What follows belongs to an exercise in optimizing a design on an open flow for small area; a production flow would make more cautious choices.
In this exercise RTL edits were held to simulation tests only and were not proved equivalent to the original.
The clock input has no modelled driver; a real chip could not lean on it and would need a root buffer or a full tree.
Power and IR drop assume default switching activity.

==> inputs of build 77 <==
==> flow/design.v (excerpt) <==
module stepper_core (
    input  wire        clk,
    input  wire        rst,           
    input  wire [34:0] cfg,           
    input  wire        tick,          
    input  wire        cmd_valid,
    input  wire [35:0] cmd_word,      
    output wire        cmd_ready,
    output reg         done,
    output wire [31:0] done_result,
    output wire        write4,
    output wire [43:0] duty,          
    output wire [31:0] pin_id,
    output wire        cfg_out,
    output wire [7:0]  status         
);
    localparam [31:0] SPEED_RESET = 32'd1000;
    localparam [2:0] PH_IDLE = 3'b000;
    localparam [2:0] PH_EMIT = 3'b100;
    localparam [2:0] PH_WAIT = 3'b101;
    localparam [2:0] PH_W1   = 3'b111;    
    localparam [2:0] PH_H1   = 3'b001;    
    localparam [2:0] PH_H2   = 3'b010;
    localparam [2:0] PH_H3   = 3'b011;
    localparam [3:0] OP_STEP      = 4'h1;
    localparam [3:0] OP_SET_SPEED = 4'h2;
    localparam [3:0] OP_GET_SPEED = 4'h3;
    reg [31:0] pin_r;
    reg [2:0]  mode;
    reg [31:0] speed;
    reg        speed_bad;    
    reg [5:0]  pos;
    reg        valid;        
  ...
export LEC_CHECK = 0
export CAP_MARGIN = 0
export CORE_AREA = 2.3 2.72 103.96 119.68
export DIE_AREA = 0 0 106.26 122.4
export SLEW_MARGIN = 0
create_clock -name core_clock -period 20.0 [get_ports {clk}]
standard.sh (not shown) runs the stock make flow with config.mk's settings and CLKGATE_MAP_FILE= SYNTH_SCRIPT=/design/flow/synth_recipe.tcl, a recipe that flattens the netlist after the stock synthesis.
==> flow/flow/run.sh <==
#!/bin/bash
# The standard layout (standard.sh: standard synthesis, floorplan, place,
# route, finish), with two changes:
#  - the port buffers are the smallest buffer, buf_1;
#  - the clock tree is built by flow/clock_tree.tcl (two levels of clock
#    buffers over balanced clusters of flip-flops) in place of TritonCTS.
# ORFS's own output goes to standard.log in this folder.
set -o pipefail
export BUFFER_PORTS_ARGS="-buffer_cell sky130_fd_sc_hd__buf_1"
export MY_CLK_LEAVES=8 MY_CLK_ROOTS=2 MY_CLK_BIG_HPWL=70
export PRE_CTS_TCL="$(pwd)/flow/clock_tree.tcl"
bash standard.sh > standard.log 2>&1
==> flow/flow/clock_tree.tcl <==
# Clock tree for this design, in place of TritonCTS (which is then skipped).
# The flip-flops are split by recursive bisection at the median along the
# longer side into MY_CLK_ROOTS groups, and each group into leaf clusters, to
# MY_CLK_LEAVES clusters of equal size. Each leaf cluster gets one leaf clock
# buffer at its centre (a stronger one if it is spread out); each group gets
# one root buffer at the centre of its leaf buffers, fed by the clock port.
# Every flip-flop is thus two buffers from the clock port.
set nleaf [expr {[info exists ::env(MY_CLK_LEAVES)] ? $::env(MY_CLK_LEAVES) : 8}]
set nroot [expr {[info exists ::env(MY_CLK_ROOTS)] ? $::env(MY_CLK_ROOTS) : 2}]
set leafm [expr {[info exists ::env(MY_CLK_LEAF_BUF)] ? $::env(MY_CLK_LEAF_BUF) : "sky130_fd_sc_hd__clkbuf_8"}]
set bigm [expr {[info exists ::env(MY_CLK_BIG_BUF)] ? $::env(MY_CLK_BIG_BUF) : "sky130_fd_sc_hd__clkbuf_16"}]
set bighpwl [expr {[info exists ::env(MY_CLK_BIG_HPWL)] ? $::env(MY_CLK_BIG_HPWL) : 75}]
set rootm [expr {[info exists ::env(MY_CLK_ROOT_BUF)] ? $::env(MY_CLK_ROOT_BUF) : "sky130_fd_sc_hd__clkbuf_8"}]
set block [ord::get_db_block]
set db [ord::get_db]

# points: list of {key x y}; returns k lists of points
proc bisect {points k} {
  if {$k <= 1} { return [list $points] }
  set xs [lsort -real -index 1 $points]
  set ys [lsort -real -index 2 $points]
  set w [expr {[lindex $xs end 1] - [lindex $xs 0 1]}]
  set h [expr {[lindex $ys end 2] - [lindex $ys 0 2]}]
  set sorted [expr {$w >= $h ? $xs : $ys}]
  set k1 [expr {$k / 2}]
  set n1 [expr {int(round(double([llength $points]) * $k1 / $k))}]
  return [concat [bisect [lrange $sorted 0 [expr {$n1 - 1}]] $k1] \
                 [bisect [lrange $sorted $n1 end] [expr {$k - $k1}]]]
}

proc centre {points} {
  set x 0.0; set y 0.0
  foreach p $points { set x [expr {$x + [lindex $p 1]}]; set y [expr {$y + [lindex $p 2]}] }
  set n [llength $points]
  return [list [expr {$x / $n}] [expr {$y / $n}]]
}

proc span {points} {
  set xs [lsort -real -index 1 $points]
  set ys [lsort -real -index 2 $points]
  return [expr {([lindex $xs end 1] - [lindex $xs 0 1] + [lindex $ys end 2] - [lindex $ys 0 2]) / 1000.0}]
}

proc add_buf {name master xy in_net} {
  set block [ord::get_db_block]
  set inst [odb::dbInst_create $block $master $name]
  set net [odb::dbNet_create $block "${name}_net"]
  $net setSigType CLOCK
  $inst setLocation [expr {int([lindex $xy 0] - [$master getWidth] / 2)}] \
                    [expr {int([lindex $xy 1] - [$master getHeight] / 2)}]
  $inst setPlacementStatus PLACED
  [$inst findITerm A] connect $in_net
  [$inst findITerm X] connect $net
  return $net
}

set clk_net [$block findNet clk]
$clk_net setSigType CLOCK
set sinks {}
foreach it [$clk_net getITerms] {
  set bb [[$it getInst] getBBox]
  lappend sinks [list $it [expr {([$bb xMin] + [$bb xMax]) / 2.0}] [expr {([$bb yMin] + [$bb yMax]) / 2.0}]]
}
puts "my_cts: [llength $sinks] sinks, $nroot roots, $nleaf leaves"
set leaf 0
set r 0
foreach group [bisect $sinks $nroot] {
  set clusters [bisect $group [expr {$nleaf / $nroot}]]
  set lcs {}
  foreach c $clusters { lappend lcs [concat [list x] [centre $c]] }
  set rnet [add_buf "clkbuf_root_$r" [$db findMaster $rootm] [centre $lcs] $clk_net]
  foreach c $clusters {
    set sp [span $c]
    set m [expr {$sp > $bighpwl ? $bigm : $leafm}]
    set lnet [add_buf "clkbuf_leaf_$leaf" [$db findMaster $m] [centre $c] $rnet]
    foreach p $c { set it [lindex $p 0]; $it disconnect; $it connect $lnet }
    puts "my_cts: root $r leaf $leaf: [llength $c] sinks spanning $sp um, $m"
    incr leaf
  }
  incr r
}
rename clock_tree_synthesis {}
proc clock_tree_synthesis {args} { puts "my_cts: clock_tree_synthesis $args skipped" }
==> inputs of build 4, as changes to build 77 <==
--- a/flow/design.v
+++ b/flow/design.v
@@ -28,16 +28,16 @@
     reg [31:0] pin_r;
     reg [2:0]  mode;
     reg [31:0] speed;
     reg        speed_bad;    
     reg [5:0]  pos;
     reg        valid;        
     reg [2:0]  phase;        
-    reg [3:0]  rlo;
-    reg [26:0] rhi;
+    reg [2:0]  rlo;
+    reg [27:0] rhi;
     reg [4:0]  rph;          
     reg        rpend;        
     reg        rcy;          
     reg        dir;
     reg [31:0] tmr;
     wire cfg_err = mode[2] & (mode[1] | mode[0]);
     wire m_ge1 = mode[2] | mode[1] | mode[0];
@@ -66,48 +66,62 @@
     assign pin_id = pin_r;
     wire [5:0] step_v = {1'b0, stride};
     wire [5:0] next_i = dir ? (pos - step_v) : (pos + step_v);
     wire sweep_end = pos[5] & pos[4] & (pos[3] | ~m_ge1) & (pos[2] | ~m_ge2) &
                      (pos[1] | ~m_ge3) & (pos[0] | ~m_ge4);
     wire tmr_zero = ~(|tmr[30:4]) & (~tmr[3] | m_ge4) & (~tmr[2] | m_ge3) &
                     (~tmr[1] | m_ge2) & (~tmr[0] | m_ge1);
+    reg  [4:0] tph;
+    reg        tpend, tcy;
+    wire       tph0   = (tph == 5'b00001);
+    wire       tph_end = (tph == 5'b01101);    
+    wire       tcin   = tph0 ? tpend : tcy;
+    wire       tout   = tmr[10] ^ tcin;
     wire [4:0]  dec_bit = {m_ge4, m_ge3 & ~m_ge4, m_ge2 & ~m_ge3, m_ge1 & ~m_ge2, ~m_ge1};
-    wire [30:0] tmr_bw;    
+    wire [10:0] tmr_bw;    
     assign tmr_bw[0] = tick & dec_bit[0];
     genvar gt;
-    generate for (gt = 1; gt < 31; gt = gt + 1) begin : g_tb
+    generate for (gt = 1; gt < 11; gt = gt + 1) begin : g_tb
         if (gt < 5) begin : g_lo
             assign tmr_bw[gt] = (tick & dec_bit[gt]) | (tmr_bw[gt-1] & ~tmr[gt-1]);
         end else begin : g_hi
             assign tmr_bw[gt] = tmr_bw[gt-1] & ~tmr[gt-1];
         end
     end endgenerate
-    wire [30:0] tmr_dec = tmr[30:0] ^ tmr_bw;
+    wire [30:0] tmr_dec = {tout, tmr[30:11], tmr[9:0] ^ tmr_bw[9:0]};
     wire       rem_en  = waiting & tmr_zero & sweep_end;
-    wire       rlo_wrap = rem_en & (rlo == {4{dir}});
+    wire       rlo_wrap = rem_en & (rlo == {3{dir}});
     wire       rph0    = (rph == 5'b00001);
-    wire       rph_end = (rph == 5'b10101);    
+    wire       rph_end = (rph == 5'b01010);    
     wire       rcin    = rph0 ? rpend : rcy;
     wire       rout    = rhi[0] ^ rcin;
     wire       rterm   = dir ? (&rhi) : ~(|rhi);
-    wire last_sweep = rterm & (rlo == {dir, dir, dir, 1'b1});
+    wire last_sweep = rterm & (rlo == {dir, dir, 1'b1});
     wire [3:0]  op     = cmd_word[35:32];
     wire [31:0] arg    = cmd_word[31:0];
     wire        arg_zero = (arg == 32'd0);
     wire        idle   = (phase == PH_IDLE);
     wire        halted = ~phase[2] & (phase[1] | phase[0]);
     wire        emit   = phase[2] & ~phase[0];
     wire        waiting = phase[2] & phase[0];
     wire        accept = cmd_valid & idle;
     assign cmd_ready   = idle;
     assign cfg_out     = (rph == 5'b00000);
     assign done_result = tmr;
     assign write4      = phase[2] & phase[1];
     assign status      = {2'b00, phase[1] & ~phase[2], phase[0] & ~phase[2], 1'b0, halted, cfg_err, phase[2]};
     always @(posedge clk) begin
+        if (waiting & ~tmr_zero) begin
+            tph   <= tph_end ? 5'b00001 : {tph[3:0], tph[4] ^ tph[2]};
+            tpend <= tmr_bw[10] | (tpend & ~tph0);
+        end else begin
+            tph   <= 5'b00001;
+            tpend <= 1'b0;
+        end
+        tcy <= tcin & ~tmr[10];
         if (waiting & ~tmr_zero)
             tmr <= {1'b0, tmr_dec};
         else if (emit | (idle & (op == OP_GET_SPEED)))
             tmr <= speed;
         else
             tmr <= 32'd0;
         if (idle) dir <= arg[31];
@@ -115,20 +129,20 @@
             rph   <= 5'b00000;
         end else if (idle) begin
             rph   <= 5'b00001;
         end else begin
             rph   <= rph_end ? 5'b00001 : {rph[3:0], rph[4] ^ rph[2]};
         end
         if (idle) begin
-            rlo   <= arg[3:0];
-            rhi   <= arg[30:4];
+            rlo   <= arg[2:0];
+            rhi   <= arg[30:3];
             rpend <= 1'b0;
         end else begin
-            if (rem_en) rlo <= dir ? rlo + 4'd1 : rlo - 4'd1;
-            rhi   <= {rout, rhi[26:1]};
+            if (rem_en) rlo <= dir ? rlo + 3'd1 : rlo - 3'd1;
+            rhi   <= {rout, rhi[27:1]};
             rpend <= rlo_wrap | (rpend & ~rph0);
         end
         rcy  <= rcin & ~(rhi[0] ^ dir);
         if (rst) begin
             pin_r   <= cfg[31:0];
             mode    <= cfg[34:32];
             speed   <= SPEED_RESET;
==> flow/flow/run.sh (replaced) <==
#!/bin/bash
set -o pipefail
export BUFFER_PORTS_ARGS="-buffer_cell sky130_fd_sc_hd__buf_1"
export MY_CLK_LEAVES=10 MY_CLK_ROOTS=2 MY_CLK_BIG_HPWL=1000
export PRE_CTS_TCL="$(pwd)/flow/clock_tree.tcl"
bash standard.sh > standard.log 2>&1
==> inputs of trial 54, as changes to build 77 <==
--- a/flow/design.v
+++ b/flow/design.v
@@ -28,16 +28,16 @@
     reg [31:0] pin_r;
     reg [2:0]  mode;
     reg [31:0] speed;
     reg        speed_bad;    
     reg [5:0]  pos;
     reg        valid;        
     reg [2:0]  phase;        
-    reg [3:0]  rlo;
-    reg [26:0] rhi;
+    reg [2:0]  rlo;
+    reg [27:0] rhi;
     reg [4:0]  rph;          
     reg        rpend;        
     reg        rcy;          
     reg        dir;
     reg [31:0] tmr;
     wire cfg_err = mode[2] & (mode[1] | mode[0]);
     wire m_ge1 = mode[2] | mode[1] | mode[0];
@@ -79,21 +79,21 @@
             assign tmr_bw[gt] = (tick & dec_bit[gt]) | (tmr_bw[gt-1] & ~tmr[gt-1]);
         end else begin : g_hi
             assign tmr_bw[gt] = tmr_bw[gt-1] & ~tmr[gt-1];
         end
     end endgenerate
     wire [30:0] tmr_dec = tmr[30:0] ^ tmr_bw;
     wire       rem_en  = waiting & tmr_zero & sweep_end;
-    wire       rlo_wrap = rem_en & (rlo == {4{dir}});
+    wire       rlo_wrap = rem_en & (rlo == {3{dir}});
     wire       rph0    = (rph == 5'b00001);
-    wire       rph_end = (rph == 5'b10101);    
+    wire       rph_end = (rph == 5'b01010);    
     wire       rcin    = rph0 ? rpend : rcy;
     wire       rout    = rhi[0] ^ rcin;
     wire       rterm   = dir ? (&rhi) : ~(|rhi);
-    wire last_sweep = rterm & (rlo == {dir, dir, dir, 1'b1});
+    wire last_sweep = rterm & (rlo == {dir, dir, 1'b1});
     wire [3:0]  op     = cmd_word[35:32];
     wire [31:0] arg    = cmd_word[31:0];
     wire        arg_zero = (arg == 32'd0);
     wire        idle   = (phase == PH_IDLE);
     wire        halted = ~phase[2] & (phase[1] | phase[0]);
     wire        emit   = phase[2] & ~phase[0];
     wire        waiting = phase[2] & phase[0];
@@ -115,20 +115,20 @@
             rph   <= 5'b00000;
         end else if (idle) begin
             rph   <= 5'b00001;
         end else begin
             rph   <= rph_end ? 5'b00001 : {rph[3:0], rph[4] ^ rph[2]};
         end
         if (idle) begin
-            rlo   <= arg[3:0];
-            rhi   <= arg[30:4];
+            rlo   <= arg[2:0];
+            rhi   <= arg[30:3];
             rpend <= 1'b0;
         end else begin
-            if (rem_en) rlo <= dir ? rlo + 4'd1 : rlo - 4'd1;
-            rhi   <= {rout, rhi[26:1]};
+            if (rem_en) rlo <= dir ? rlo + 3'd1 : rlo - 3'd1;
+            rhi   <= {rout, rhi[27:1]};
             rpend <= rlo_wrap | (rpend & ~rph0);
         end
         rcy  <= rcin & ~(rhi[0] ^ dir);
         if (rst) begin
             pin_r   <= cfg[31:0];
             mode    <= cfg[34:32];
             speed   <= SPEED_RESET;
Settings changed: CORE_AREA 2.3 2.72 103.96 119.68 to 2.3 2.72 103.96 106.08, DIE_AREA 0 0 106.26 122.4 to 0 0 106.26 108.8.
==> metrics.md <==
| Metric | Value |
|---|---|
| Multi-input combinational area share | 39.78% |
| Comb group | 135 uW |
| Clock share of power | 21.8% |
| Final min period | 10.63 ns |
| Synth Area in XOR/XNOR | 1.254% |
| Status | complete, no violations |
| Row cnt | 38 |
| Hold endpoint | tmr[2]$_DFF_P_ |
That was trial 54.
==> metrics.md <==
| Metric | Value |
|---|---|
| Status | complete, no violations |
| Hold endpoint | speed[31]$_SDFFE_PP0P_ |
| Multi-input combinational area share | 39.67% |
| Synth Area in XOR/XNOR | 1.125% |
| Comb group | 111 uW |
| Clock share of power | 23.1% |
That was build 77.
==> metrics.md <==
| Metric | Value |
|---|---|
| Hold endpoint | tmr[3]$_DFF_P_ |
| Status | complete, no violations |
| Clock share of power | 24.3% |
| Comb group | 92.4 uW |
| Row cnt | 43 |
That was build 4.
No run of this note takes its clock network from TritonCTS; it comes from the design's own scripts or RTL.

separate check: timing with driven ports:
Ports are ideal in the flow. The routed layouts listed here were re-timed in OpenROAD.
Step 1 sets driving cells, clkbuf_16 on the clock port and buf_2 on the other inputs (assumed; they add their load-dependent delay and slew).
Step 2 times the ports against the registers' clock, not the clock port: input delays grow and output delays shrink by t, the midpoint of the rising clock arrivals with the driver on.
Slacks: ideal ports / drivers / drivers and shift; pairs: ideal ports / drivers.
run | shift t [ns] | setup WS [ns] | worst hold slack (ns) | latest minus earliest clock arrival (ns) | worst slew at a driven data input, ns
build 77 | 0.373 | 9.348 / 9.353 / 8.980 | 0.456 / 0.456 / 0.456 | 0.033 / 0.033 | 0.05
build 4 | 0.377 | 12.920 / 12.941 / 12.564 | 0.446 / 0.446 / 0.446 | 0.044 / 0.044 | 0.05
trial 54 | 0.376 | 9.373 / 9.377 / 9.002 | 0.451 / 0.451 / 0.451 | 0.030 / 0.031 | 0.07
After both steps setup and hold are still met in every run listed. For trial 54, which loses most, drivers alone change the setup slack by +0.004 ns; drivers and shift together by -0.371 ns.
